Context: an optimization exercise on an open-source flow, tuned for small area, a short achievable clock period and few clock cycles. The choices shown serve that exercise and are no tape-out recipe.
The RTL was checked by simulation tests, not by an equivalence proof against the original design.
Power is estimated from default activity; no workload was simulated.

File: flow/config.mk
export PLATFORM = sky130hd
export DESIGN_NAME = evm_core
export DESIGN_NICKNAME = evm_core
export VERILOG_FILES = /design/flow/design.v
export SDC_FILE = /design/flow/constraint.sdc
export NUM_CORES = 8
export LEC_CHECK = 0
export CAP_MARGIN = 40
export CORE_MARGIN = 2
export CORE_UTILIZATION = 40
export SETUP_SLACK_MARGIN = 0.5
export SLEW_MARGIN = 20
File: flow/constraint.sdc
create_clock -name core_clock -period 16.0 [get_ports {clk}]
set_input_delay 3.2000 -clock core_clock [delete_from_list [all_inputs] [get_ports {clk}]]
set_output_delay 3.2000 -clock core_clock [all_outputs]
set_load 0.01 [all_outputs]
File: flow/design.v
module evm_core (
    input  wire        clk,
    input  wire        rst,           
    input  wire [63:0] prog_len,      
    output wire        imem_req,
    output wire [63:0] imem_addr,
    input  wire        imem_ready,
    input  wire [63:0] imem_rdata,
    output reg         out_valid,
    output reg  [7:0]  out_byte,
    output reg  [1:0]  status,        
    output reg  [2:0]  cause,
    output wire [63:0] fault_pc,
    output wire [63:0] fault_info
);
    localparam OP_PUSH = 5'd0,  OP_DUP = 5'd1,  OP_SWAP = 5'd2,  OP_ADD = 5'd3;
    localparam OP_SUB = 5'd4,   OP_MULTU = 5'd5, OP_GT = 5'd6,   OP_LT = 5'd7;
    localparam OP_EQ = 5'd8,    OP_GE = 5'd9,   OP_LE = 5'd10,   OP_READ8 = 5'd11;
    localparam OP_READ64 = 5'd12, OP_WRITE8 = 5'd13, OP_WRITE64 = 5'd14;
    localparam OP_PRINTU = 5'd15, OP_PUTS = 5'd16, OP_CALL = 5'd17, OP_RET = 5'd18;
    localparam OP_JP = 5'd19, OP_JPC = 5'd20, OP_JR = 5'd21, OP_JRC = 5'd22;
    localparam OP_HALT = 5'd23;
    localparam C_FETCH_OOB = 3'd1, C_ILLEGAL = 3'd2, C_OS_UNDER = 3'd3;
    localparam C_CS_UNDER = 3'd4, C_MEM_OOB = 3'd5, C_OS_OVER = 3'd6, C_CS_OVER = 3'd7;
    integer i, k;
    reg [63:0] fpc;         
    reg        fvalid;      
    reg [63:0] plen;        
    reg        init;        
    reg        recheck;     
    reg        miss;        
    reg [63:0] ir;          
    reg        irv;         
    reg        mode;        
    reg        pdup;        
    reg        stopped;     
    reg        stop_fault;
    reg [63:0] T;           
    reg        tv;
    reg [3:0]  at;          
    reg [64*15-1:0] A;
    reg [64*8-1:0] CS;
    reg [3:0]  csp;
    reg [1023:0] M;
    reg        mbusy;
    reg [63:0] mc;
    reg [3:0]  mcnt;        
    reg [4:0]  mdig;        
    reg        cbusy, cdone;
    reg [63:0] cbin;
    reg [79:0] cbcd;
    reg [2:0]  cidx;
    reg        qv, qfirst;
    reg [7:0]  qptr, qend;
    reg        ebusy, emode;    
    reg [79:0] ebuf;
    reg [4:0]  eidx;
    reg [7:0]  eptr, eend;
    assign imem_req   = fvalid;
    assign imem_addr  = fpc;
    assign fault_pc   = fpc;
    assign fault_info = T;
    wire [4:0] op      = ir[4:0];
    wire       illegal = (|ir[63:5]) | (ir[4] & ir[3]);
    wire       opc     = irv & ~mode & ~stopped;
    wire       immc    = irv &  mode & ~stopped;
    wire       d_ge1   = tv | (at != 4'd0);
    wire       d_ge2   = (tv & (at != 4'd0)) | (at[3:1] != 3'd0);
    wire       d_full  = tv & (at == 4'd15);
    wire [4:0] depth   = {1'b0, at} + {4'd0, tv};
    wire [3:0] at_m1   = at - 4'd1;
    wire [3:0] dup_idx = at + {3'd0, tv} - 4'd1 - ir[3:0];
    wire [3:0] pidx    = immc ? dup_idx : at_m1;
    reg  [63:0] pv;
    always @* begin
        pv = 64'd0;
        for (i = 0; i < 15; i = i + 1)
            if (pidx == i) pv = A[64*i +: 64];
    end
    wire [2:0] csp_m1 = csp[2:0] - 3'd1;
    reg  [63:0] cs_top;
    always @* begin
        cs_top = 64'd0;
        for (i = 0; i < 8; i = i + 1)
            if (csp_m1 == i) cs_top = CS[64*i +: 64];
    end
    wire        is_add  = (op == OP_ADD);
    wire        is_jrel = (op == OP_JR) | (op == OP_JRC);
    wire        n1 = mdig[4] & ~(mdig[3] & mdig[2]);
    wire        o1 = mdig[3] ^ mdig[2];
    wire        t1 = (mdig[4] & ~mdig[3] & ~mdig[2]) | (~mdig[4] & mdig[3] & mdig[2]);
    wire        n0 = mdig[2] & ~(mdig[1] & mdig[0]);
    wire        o0 = mdig[1] ^ mdig[0];
    wire        t0 = (mdig[2] & ~mdig[1] & ~mdig[0]) | (~mdig[2] & mdig[1] & mdig[0]);
    wire [63:0] x1 = o1 ? mc : t1 ? {mc[62:0], 1'b0} : 64'd0;
    wire [63:0] x0 = o0 ? mc : t0 ? {mc[62:0], 1'b0} : 64'd0;
    wire [63:0] p1 = {(n1 ? ~x1[61:0] : x1[61:0]), 2'b00};
    wire [63:0] p0 = n0 ? ~x0 : x0;
    wire [63:0] pb = {T[59:0], 1'b0, n1, 1'b0, n0};
    wire [63:0] cs_s = pb ^ p1 ^ p0;
    wire [63:0] cs_c = {((pb[62:0] & p1[62:0]) | (pb[62:0] & p0[62:0]) | (p1[62:0] & p0[62:0])), 1'b0};
    reg  [63:0] ax, ay;
    reg         acin;
    always @* begin
        if (mbusy) begin
            ax = cs_s; ay = cs_c; acin = 1'b0;
        end else if (is_jrel) begin
            ax = fpc; ay = T; acin = 1'b0;
        end else begin
            ax = pv; ay = is_add ? T : ~T; acin = ~is_add;
        end
    end
    wire [64:0] asum = {1'b0, ax} + {1'b0, ay} + {64'd0, acin};
    wire        nborrow = asum[64];           
    wire        eqab    = (pv == T);
    reg         cmp;
    always @* begin
        case (op)
        OP_GT:   cmp = ~nborrow;              
        OP_LT:   cmp = nborrow & ~eqab;       
        OP_EQ:   cmp = eqab;
        OP_GE:   cmp = ~nborrow | eqab;       
        default: cmp = nborrow;               
        endcase
    end
    wire        use_sum = (op == OP_ADD) | (op == OP_SUB);
    function [4:0] nnib;
        input [63:0] x;
        integer j;
        begin
            nnib = 5'd1;
            for (j = 0; j < 15; j = j + 1)
                if (|(x >> (4*j + 3))) nnib = j + 2;
            if (nnib > 5'd16) nnib = 5'd16;
        end
    endfunction
    wire [4:0] nn_a = nnib(T);
    wire [4:0] nn_b = nnib(pv);
    function [4:0] bwin;
        input [63:0] x;
        input [3:0]  j;
        reg   [64:0] xe;
        begin
            xe   = {x, 1'b0};
            bwin = xe[4*j +: 5];
        end
    endfunction
    wire       e_rd   = opc & ((op == OP_READ8) | (op == OP_READ64));
    wire [6:0] raddr  = e_rd ? T[6:0] : eptr[6:0];
    reg  [63:0] rdata;     
    reg  [7:0]  bank_o [0:7];
    reg  [3:0]  rrow;
    always @* begin
        for (k = 0; k < 8; k = k + 1) begin
            rrow = raddr[6:3] + ((k < raddr[2:0]) ? 4'd1 : 4'd0);
            bank_o[k] = M[8*(8*rrow + k) +: 8];
        end
        for (k = 0; k < 8; k = k + 1)
            rdata[8*k +: 8] = bank_o[(k + raddr[2:0]) & 7];
    end
    wire [6:0] waddr = T[6:0];
    reg  [63:0] wdat;      
    reg  [3:0]  wrow [0:7];
    always @* begin
        for (k = 0; k < 8; k = k + 1) begin
            wdat[8*k +: 8] = pv[8*((k - waddr[2:0]) & 7) +: 8];
            wrow[k] = waddr[6:3] + ((k < waddr[2:0]) ? 4'd1 : 4'd0);
        end
    end
    wire hi7    = |T[63:7];
    wire oob1   = hi7;
    wire oob8   = hi7 | (T[6:0] > 7'd120);
    wire [8:0] pend9 = {1'b0, pv[7:0]} + {1'b0, T[7:0]};
    wire oobp   = (|T[63:8]) | (|pv[63:8]) | (pend9 > 9'd128);
    wire [7:0] wend  = {1'b0, waddr} + ((op == OP_WRITE64) ? 8'd8 : 8'd1);
    wire hz_e  = ebusy & emode & ({1'b0, waddr} < eend) & (wend > eptr);
    wire hz_q  = qv & ({1'b0, waddr} < qend) & (wend > qptr);
    wire out_idle = ~ebusy & ~cbusy & ~qv;
    wire e_fin    = ebusy & (emode ? (~e_rd & (eptr + 8'd1 == eend)) : (eidx == 5'd0));
    wire e_free   = ~ebusy | e_fin;
    wire e_take_q = e_free & qv & (qfirst | ~cbusy);
    wire e_take_c = e_free & ~e_take_q & cbusy & cdone & ~(qv & qfirst);
    reg [2:0] tbyte;
    always @* begin
        tbyte = 3'd0;
        for (i = 0; i < 8; i = i + 1)
            if (|T[8*i +: 8]) tbyte = i;
    end
    reg [4:0] tdig;
    always @* begin
        tdig = 5'd0;
        for (i = 0; i < 20; i = i + 1)
            if (|cbcd[4*i +: 4]) tdig = i;
    end
    function [79:0] dd8;
        input [79:0] b;
        input [7:0]  by;
        integer s, q;
        reg [79:0] t;
        begin
            t = b;
            for (s = 7; s >= 0; s = s - 1) begin
                for (q = 0; q < 20; q = q + 1)
                    if (t[4*q +: 4] >= 4'd5) t[4*q +: 4] = t[4*q +: 4] + 4'd3;
                t = {t[78:0], by[s]};
            end
            dd8 = t;
        end
    endfunction
    reg        take;         
    reg        fault;
    reg [2:0]  f_cause;
    reg [1:0]  f_pcsel;      
    reg [2:0]  f_info;       
    reg        refill;
    reg [2:0]  tsel;         
    localparam TS_HOLD = 3'd0, TS_IR = 3'd1, TS_PV = 3'd2, TS_SUM = 3'd3, TS_CMP = 3'd4,
               TS_MEM = 3'd5, TS_ZERO = 3'd6;
    reg        tv_n;
    reg [3:0]  at_n;
    reg        a_we;
    reg [3:0]  a_widx;
    reg        mode_n, pdup_n;
    reg        redir, redir_rel;
    reg [63:0] rtgt;
    reg        cs_push, cs_pop;
    reg        m_we;
    reg        c_load, q_load;
    reg        halt_now;
    reg        m_start, m_swap;
    always @* begin
        take = 1'b0; fault = 1'b0; f_cause = C_OS_UNDER; f_pcsel = 2'd1; f_info = 3'd0;
        refill = 1'b0; tsel = TS_HOLD; tv_n = tv; at_n = at; a_we = 1'b0; a_widx = at;
        mode_n = mode; pdup_n = pdup; redir = 1'b0; redir_rel = 1'b0; rtgt = T;
        cs_push = 1'b0; cs_pop = 1'b0; m_we = 1'b0; c_load = 1'b0; q_load = 1'b0;
        halt_now = 1'b0; m_start = 1'b0; m_swap = 1'b0;
        if (stopped || init) begin
        end else if (mbusy) begin
            tsel = TS_SUM;
            if (mcnt == 4'd0) begin
                take = 1'b1; at_n = at - 4'd1; tv_n = 1'b1;
            end
        end else if (!irv) begin
            if (!mode && !fvalid && !recheck && !miss) begin
                fault = 1'b1; f_cause = C_FETCH_OOB; f_pcsel = 2'd0; f_info = 3'd1;
            end else if (!tv && at != 4'd0) begin
                refill = 1'b1;
            end
        end else if (mode) begin
            if (!pdup) begin
                take = 1'b1; tsel = TS_IR; tv_n = 1'b1; mode_n = 1'b0;
                if (tv) begin a_we = 1'b1; a_widx = at; at_n = at + 4'd1; end
            end else if ((|ir[63:5]) || (ir[4:0] >= depth)) begin
                fault = 1'b1; f_cause = C_OS_UNDER; f_pcsel = 2'd2;
            end else if (d_full) begin
                fault = 1'b1; f_cause = C_OS_OVER; f_pcsel = 2'd2;
            end else begin
                take = 1'b1; tv_n = 1'b1; mode_n = 1'b0;
                tsel = (tv && ir[3:0] == 4'd0) ? TS_HOLD : TS_PV;
                if (tv) begin a_we = 1'b1; a_widx = at; at_n = at + 4'd1; end
            end
        end else if (illegal) begin
            fault = 1'b1; f_cause = C_ILLEGAL; f_info = 3'd2;
        end else begin
            case (op)
            OP_PUSH, OP_DUP: begin
                if (!fvalid) begin
                    fault = 1'b1; f_cause = C_FETCH_OOB; f_info = 3'd1;
                end else if (op == OP_PUSH && d_full) begin
                    fault = 1'b1; f_cause = C_OS_OVER;
                end else begin
                    take = 1'b1; mode_n = 1'b1; pdup_n = (op == OP_DUP);
                    if (!tv && at != 4'd0) refill = 1'b1;
                end
            end
            OP_SWAP, OP_ADD, OP_SUB, OP_MULTU, OP_GT, OP_LT, OP_EQ, OP_GE, OP_LE,
            OP_WRITE8, OP_WRITE64, OP_PUTS, OP_JPC, OP_JRC: begin
                if (!d_ge2) begin
                    fault = 1'b1;
                end else if (!tv) begin
                    refill = 1'b1;
                end else begin
                    case (op)
                    OP_SWAP: begin
                        take = 1'b1; tsel = TS_PV; a_we = 1'b1; a_widx = at_m1;
                    end
                    OP_MULTU: begin
                        if (nn_a < nn_b) begin
                            tsel = TS_PV; a_we = 1'b1; a_widx = at_m1;
                        end else begin
                            m_start = 1'b1; tsel = TS_ZERO;
                        end
                    end
                    OP_WRITE8, OP_WRITE64: begin
                        if (op == OP_WRITE8 ? oob1 : oob8) begin
                            fault = 1'b1; f_cause = C_MEM_OOB; f_info = 3'd3;
                        end else if (!(hz_e || hz_q)) begin
                            take = 1'b1; m_we = 1'b1; at_n = at - 4'd1; tv_n = 1'b0;
                        end
                    end
                    OP_PUTS: begin
                        if (oobp) begin
                            fault = 1'b1; f_cause = C_MEM_OOB; f_info = 3'd4;
                        end else if (!qv) begin
                            take = 1'b1; q_load = (T[7:0] != 8'd0); at_n = at - 4'd1; tv_n = 1'b0;
                        end
                    end
                    OP_JPC, OP_JRC: begin
                        take = 1'b1; at_n = at - 4'd1; tv_n = 1'b0;
                        if (pv != 64'd0) begin
                            redir = 1'b1; redir_rel = (op == OP_JRC);
                            rtgt = (op == OP_JRC) ? asum[63:0] : T;
                        end
                    end
                    default: begin  
                        take = 1'b1; at_n = at - 4'd1; tv_n = 1'b1;
                        tsel = use_sum ? TS_SUM : TS_CMP;
                    end
                    endcase
                end
            end
            OP_READ8, OP_READ64, OP_PRINTU, OP_CALL, OP_JP, OP_JR: begin
                if (!d_ge1) begin
                    fault = 1'b1;
                end else if (op == OP_CALL && csp == 4'd8) begin
                    fault = 1'b1; f_cause = C_CS_OVER;
                end else if (!tv) begin
                    refill = 1'b1;
                end else begin
                    case (op)
                    OP_READ8, OP_READ64: begin
                        if (op == OP_READ8 ? oob1 : oob8) begin
                            fault = 1'b1; f_cause = C_MEM_OOB; f_info = 3'd3;
                        end else begin
                            take = 1'b1; tsel = TS_MEM;
                        end
                    end
                    OP_PRINTU: begin
                        if (!cbusy) begin
                            take = 1'b1; c_load = 1'b1; tv_n = 1'b0;
                        end
                    end
                    OP_CALL: begin
                        take = 1'b1; cs_push = 1'b1; tv_n = 1'b0;
                        redir = 1'b1; rtgt = T;
                    end
                    OP_JP: begin
                        take = 1'b1; tv_n = 1'b0; redir = 1'b1; rtgt = T;
                    end
                    default: begin  
                        take = 1'b1; tv_n = 1'b0; redir = 1'b1; redir_rel = 1'b1; rtgt = asum[63:0];
                    end
                    endcase
                end
            end
            OP_RET: begin
                if (csp == 4'd0) begin
                    fault = 1'b1; f_cause = C_CS_UNDER;
                end else begin
                    take = 1'b1; cs_pop = 1'b1; redir = 1'b1; rtgt = cs_top;
                end
            end
            default: begin  
                if (out_idle) halt_now = 1'b1;
            end
            endcase
        end
        if (refill) begin
            tsel = TS_PV; tv_n = 1'b1; at_n = at - 4'd1;
        end
    end
    wire [63:0] fpc_inc = fpc + 64'd1;
    wire [63:0] fpc_dec = fpc - ((f_pcsel == 2'd2) ? 64'd2 : 64'd1);
    wire        ir_free = ~irv | take;
    wire        advance = ir_free & fvalid & ~miss & ~redir & ~fault & ~stopped;
    wire [63:0] cmp_in  = recheck ? fpc : rtgt;
    wire        in_rng  = cmp_in < plen;
    always @(posedge clk) begin
        plen <= prog_len;
        if (rst) begin
            fpc <= 64'd0; fvalid <= 1'b0; init <= 1'b1; recheck <= 1'b0; miss <= 1'b0;
            irv <= 1'b0;
        end else if (init) begin
            init <= 1'b0;
            fvalid <= (prog_len != 64'd0);
        end else if (fault) begin
            fpc <= (f_pcsel == 2'd0) ? fpc : fpc_dec;
            fvalid <= 1'b0; irv <= 1'b0; miss <= 1'b0; recheck <= 1'b0;
        end else if (halt_now) begin
            fvalid <= 1'b0; irv <= 1'b0; miss <= 1'b0; recheck <= 1'b0;
        end else if (redir) begin
            fpc <= rtgt;
            fvalid <= redir_rel ? 1'b0 : in_rng;
            recheck <= redir_rel;
            irv <= 1'b0; miss <= 1'b0;
        end else if (miss) begin
            fpc <= fpc - 64'd1;
            fvalid <= 1'b1; miss <= 1'b0;
            if (ir_free) irv <= 1'b0;
        end else if (recheck) begin
            fvalid <= in_rng; recheck <= 1'b0;
            if (ir_free) irv <= 1'b0;
        end else if (ir_free) begin
            irv <= fvalid & imem_ready & ~stopped;
            if (advance) begin
                fpc <= fpc_inc;
                fvalid <= (fpc_inc != plen);
                miss <= ~imem_ready;
            end
        end
        if (ir_free) ir <= imem_rdata;
        if (rst) begin
            mode <= 1'b0; pdup <= 1'b0; stopped <= 1'b0; stop_fault <= 1'b0;
            tv <= 1'b0; at <= 4'd0; csp <= 4'd0; mbusy <= 1'b0;
            status <= 2'd0; cause <= 3'd0;
        end else begin
            mode <= mode_n; pdup <= pdup_n; tv <= tv_n; at <= at_n;
            if (fault) begin
                stopped <= 1'b1; stop_fault <= 1'b1; cause <= f_cause;
            end
            if (halt_now) begin stopped <= 1'b1; status <= 2'd1; end
            if ((fault || (stopped && stop_fault)) && out_idle) status <= 2'd2;
            if (cs_push) csp <= csp + 4'd1;
            if (cs_pop)  csp <= csp - 4'd1;
            if (m_start) mbusy <= 1'b1;
            else if (mbusy && mcnt == 4'd0) mbusy <= 1'b0;
        end
        if (fault) begin
            case (f_info)
            3'd1: T <= fpc;
            3'd2: T <= ir;
            3'd3: T <= T;
            3'd4: T <= pv;
            default: T <= 64'd0;
            endcase
        end else begin
            case (tsel)
            TS_IR:   T <= ir;
            TS_PV:   T <= pv;
            TS_SUM:  T <= asum[63:0];
            TS_CMP:  T <= {63'd0, cmp};
            TS_MEM:  T <= (op == OP_READ8) ? {56'd0, rdata[7:0]} : rdata;
            TS_ZERO: T <= 64'd0;
            default: ;
            endcase
        end
        if (a_we)
            for (i = 0; i < 15; i = i + 1)
                if (a_widx == i) A[64*i +: 64] <= T;
        if (cs_push)
            for (i = 0; i < 8; i = i + 1)
                if (csp[2:0] == i) CS[64*i +: 64] <= fpc;
        if (m_start) begin
            mc   <= T;
            mcnt <= nn_b[3:0] - 4'd1;
            mdig <= bwin(pv, nn_b[3:0] - 4'd1);
        end else if (mbusy) begin
            mcnt <= mcnt - 4'd1;
            mdig <= bwin(pv, mcnt - 4'd1);
        end
        for (i = 0; i < 128; i = i + 1) begin
            if (rst)
                M[8*i +: 8] <= 8'd0;
            else if (m_we && wrow[i % 8] == (i / 8) &&
                     (op == OP_WRITE64 || (i % 8) == waddr[2:0]))
                M[8*i +: 8] <= wdat[8*(i % 8) +: 8];
        end
        if (rst) begin
            cbusy <= 1'b0; cdone <= 1'b0;
        end else if (c_load) begin
            cbusy <= 1'b1; cdone <= 1'b0;
            cbin <= T; cbcd <= 80'd0; cidx <= tbyte;
        end else begin
            if (cbusy && !cdone) begin
                cbcd <= dd8(cbcd, cbin[8*cidx +: 8]);
                if (cidx == 3'd0) cdone <= 1'b1;
                cidx <= cidx - 3'd1;
            end
            if (e_take_c) cbusy <= 1'b0;
        end
        if (rst) begin
            qv <= 1'b0; qfirst <= 1'b0;
        end else if (q_load) begin
            qv <= 1'b1; qfirst <= ~cbusy;
            qptr <= pv[7:0]; qend <= pend9[7:0];
        end else begin
            if (e_take_q) qv <= 1'b0;
            if (c_load) qfirst <= 1'b1;
        end
        if (rst) begin
            ebusy <= 1'b0; out_valid <= 1'b0; out_byte <= 8'd0;
        end else begin
            out_valid <= 1'b0;
            if (ebusy && !emode) begin
                out_valid <= 1'b1;
                out_byte  <= {4'h3, ebuf[4*eidx +: 4]};
                eidx      <= eidx - 5'd1;
            end else if (ebusy && emode && !e_rd) begin
                out_valid <= 1'b1;
                out_byte  <= rdata[7:0];
                eptr      <= eptr + 8'd1;
            end
            if (e_take_q) begin
                ebusy <= 1'b1; emode <= 1'b1; eptr <= qptr; eend <= qend;
            end else if (e_take_c) begin
                ebusy <= 1'b1; emode <= 1'b0; ebuf <= cbcd; eidx <= tdig;
            end else if (e_fin) begin
                ebusy <= 1'b0;
            end
        end
    end
endmodule
File: flow/run.sh
#!/bin/bash
# synth_recipe.tcl (not shown) runs the flow's synth.tcl, then flattens the netlist and writes it again
# the make line also repeats each setting of config.mk as NAME=value (left out here)
make -C /OpenROAD-flow-scripts/flow DESIGN_CONFIG=/design/flow/config.mk WORK_HOME=/design/flow/orfs CLKGATE_MAP_FILE= SYNTH_SCRIPT=/design/flow/synth_recipe.tcl finish
==> results.txt <==
## registers in the layout (all words and copies together) (netlist names), 64 cells and up
register  cells
fpc          64
cbin         64
mc           64
ir           64
A           960
M          1024
plen         64
cbcd         80
ebuf         80
T            64
CS          512
## worst max-delay path by stage
stage                     cells past startpoint  endpoint  start
after CTS                                    38    fvalid  at[0]
after floorplan                              32    A[256]  at[0]
final                                        40    fvalid  at[0]
after global routing                         40    fvalid  at[0]
after detailed placement                     38    fvalid  at[0]
after global placement                       38    fvalid  at[0]
## synth_stat cells, types with 284 or more instances
| cell | n |
|---|---|
| edfxtp_1 | 1938 |
| nor2_1 | 1911 |
| mux2i_1 | 1380 |
| nand2_1 | 1371 |
| dfxtp_1 | 1190 |
| a21oi_1 | 1059 |
| o21ai_0 | 908 |
| clkbuf_1 | 877 |
| inv_1 | 608 |
| ha_1 | 563 |
| xor2_1 | 329 |
| xnor2_1 | 313 |
| nor3_1 | 311 |
| nand3_1 | 301 |
| a22oi_1 | 298 |
| mux4_2 | 284 |
## per-stage QoR
stage / hold slack, ns / cells / instance area [um^2] / worst slack (ns)
detailed placement: 0.438 / 23200 / 191000 / 2.52
CTS: 0.448 / 23900 / 202000 / 2.45
global route: 0.465 / 23900 / 202000 / 2.25
finish: 0.446 / 24000 / 202000 / 2.40
floorplan: 0.426 / 17400 / 177000 / 4.43
global placement: 0.434 / 23000 / 189000 / 2.73
## where the power goes
part           internal, mW  switching, mW  total, mW
combinational         0.801           2.29       3.09
sequential             8.71          0.217       8.93
clock                  4.50           3.55       8.06
## layout make-up
| cell class | instances | area, um^2 | area share [%] |
|---|---|---|---|
| inverters | 621 | 2330 | 1.15 |
| multi-input cells | 12400 | 88600 | 43.8 |
| flip-flops and latches | 3128 | 82000 | 40.5 |
| well taps | 5904 | 7390 | 3.65 |
| clock buffers | 440 | 9320 | 4.60 |
| repair buffers | 1219 | 10700 | 5.29 |
| clock inverters | 188 | 1930 | 0.955 |
| diodes | 48 | 120 | 0.0593 |
## worst register-to-register path, delay by kind of cell, from the launching register on
family,cells,cell delay [ns]
AO/OA/AOI/OAI,18,6.30
XOR/XNOR,1,0.27
adder cells (fa/ha/maj),4,1.77
buffers and inverters,5,1.32
flip-flops,1,0.84
AND/OR/NAND/NOR,12,2.95
## cell families after synthesis
kind of cell    count (synthesis)  synth area share (%)
flops                        3128                  46.3
simple gates                 4938                  12.6
compound gates               4319                  16.2
xor+xnor                      645                  3.20
buf+inv                      1825                  4.18
fa+ha+maj                     629                  4.73
mux                          1876                  12.8
## layer usage
layer	part of all wire (%)	GRT usage, %	up-vias
li1	-	-	65100
met1	39	45.1	74700
met2	41	49.2	9718
met3	13	11.0	2229
met4	7.3	20.9	30
met5	0.046	0.924	-
==> flow_metrics.py <==
metrics = {
    "status": {
        "status": "timing/DRC/antenna clean",
    },
    "routing": {
        "vias": 152000,
        "wirelength_um": 799000,
        "wl_per_cell_um": 33.3,
        "first_pass_iters": 13,
        "drc": 0,
        "first_iter_violations": 23800,
        "vias_per_cell": 6.34,
        "ant_nets": 0,
    },
    "die": {
        "io_pins": 338,
        "die_x_um": 669,
        "die_y_um": 669,
        "dieArea_mm2": 0.448,
        "num_rows": 244,
        "coreArea_mm2": 0.441,
        "start_util_pct": 40.1,
    },
    "job": {
        "drv_cap": 0,
    },
    "place": {
        "portBuffers": 337,
        "place_congestion": 1.10,
        "dpl.hpwl_um": 565000,
    },
    "clock_network": {
        "numCtsBuffers": 344,
        "clock_latency_ns": 1.02,
        "htree_levels": 5,
        "cts_hold_buffers": 0,
        "clock-sinks": 3128,
        "clock_path_buffers": 4,
        "clk_pin_slew_ns": 0.07,
        "cts_resized": 0,
        "cts_setup_buffers": 0,
        "cts_tree": "done",
        "root_buffer": "clkbuf_16",
    },
    "logic_synthesis": {
        "synth_top_area_cell": "edfxtp_1",
        "synthDistinctLibCells": 124,
        "synth_edf_count": 1938,
        "ys_top_cells_by_area": "edfxtp_1 (33%), dfxtp_1 (13%), mux2i_1 (7.8%), nor2_1 (4.1%), ha_1 (4.0%)",
        "postSynthAreaPerCell_um2": 10.2,
        "syn_inst": 17400,
        "ys_warn_count": 3,
        "synth_seq_cells": 3128,
        "synthArstFlopShare_pct": 0,
        "synth_fp_nets": 18100,
        "yosys_most_used_dff": "edfxtp_1",
        "seq_area_frac_synth_pct": 46.3,
        "mappedNetlistArea_mm2": 0.177,
        "yosys.area.top_type_share_pct": 32.9,
    },
    "final_layout": {
        "area_growth_pct": 14.4,
        "final_cell_mix": "edfxtp_1 (1938), nor2_1 (1887), mux2i_1 (1368), nand2_1 (1366), dfxtp_1 (1177)",
        "drive_gt1_share_pct": 12.5,
        "final_common_cell": "edfxtp_1",
        "final_core_util_pct": 45.9,
        "nets": 18500,
        "n_fill_cell": 41400,
    },
    "critical_path": {
        "cp_top_family": "compound AO/OA/AOI/OAI gates",
        "worst-path-buf-inv": 5,
        "crit_fanout": 19,
        "r2r_cells": 40,
        "cp-start-kind": "flip-flop",
        "cp_data_required_time_ns": 16.82,
        "rr_endpoint": "fvalid",
        "reg2reg_from": "at[0]",
        "cp_slowest_cell": "o22a_1",
        "slowest_delay_ns": 0.85,
        "reg2reg_setup_slack_ns": 2.40,
        "cp.arrival_ns": 14.42,
        "critPathKind": "reg2reg",
        "end_kind": "flip-flop",
    },
    "sta": {
        "fin_crit_ns": 13.60,
        "tightestPinTransition_ns": 1.23,
        "finalSetupTns_ns": 0,
        "drv_slew": 0,
        "clock.fmax_mhz": 73.5,
        "rsz0062_at_grt": "false",
        "hold_viol": 0,
        "setup_viol": 0,
        "fin_crit_sh_pct": 85.0,
        "finClkSkew_ns": 0.0732,
        "relSlewSlack_pct": 18.3,
    },
    "global_routing": {
        "grt_max_degree": 216,
        "grt-ovfl-total": 0,
        "grt_usage_pct": 34.4,
        "grt_pass1_wl_um": 1100000,
        "antenna_found_initial": 76,
        "grt_pass1_vias": 141000,
    },
    "min_path": {
        "holdPathEnd": "M[132]",
        "hold_depth": 2,
        "min_from": "M[132]",
        "hold_path.class": "reg2reg",
    },
    "power": {
        "leakagePower_nw": 74.8,
        "power_mw": 20.1,
        "peakVddDrop_uv": 104,
        "power_density_mw_per_mm2": 99.1,
    },
}
Testbench counts, summed over its fixed seeds: cycles 38,982.

==> static timing again, ports no longer ideal <==
In the flow no input, the clock included, has a driving cell. The finished layout below was timed again as built, in two steps. Step 1 assumes that a clkbuf_16 drives the clock port and a buf_2 every other input. Step 2 adds t to the input delays and takes it off the output delays; t is the mean of the earliest and latest rising clock arrival at the registers after step 1. Input paths then give back, and output paths get back, about the clock's delay inside the block. Three values: no drivers, after step 1, after step 2; two values: the first two.
t, ns: 1.110
setup WS [ns]: 2.401 / 2.401 / 2.401
cell pins on the clock port's net: 1
After both steps this run still meets setup and hold. For this run, drivers alone change the setup slack by 0.000 ns; drivers and shift together by 0.000 ns.
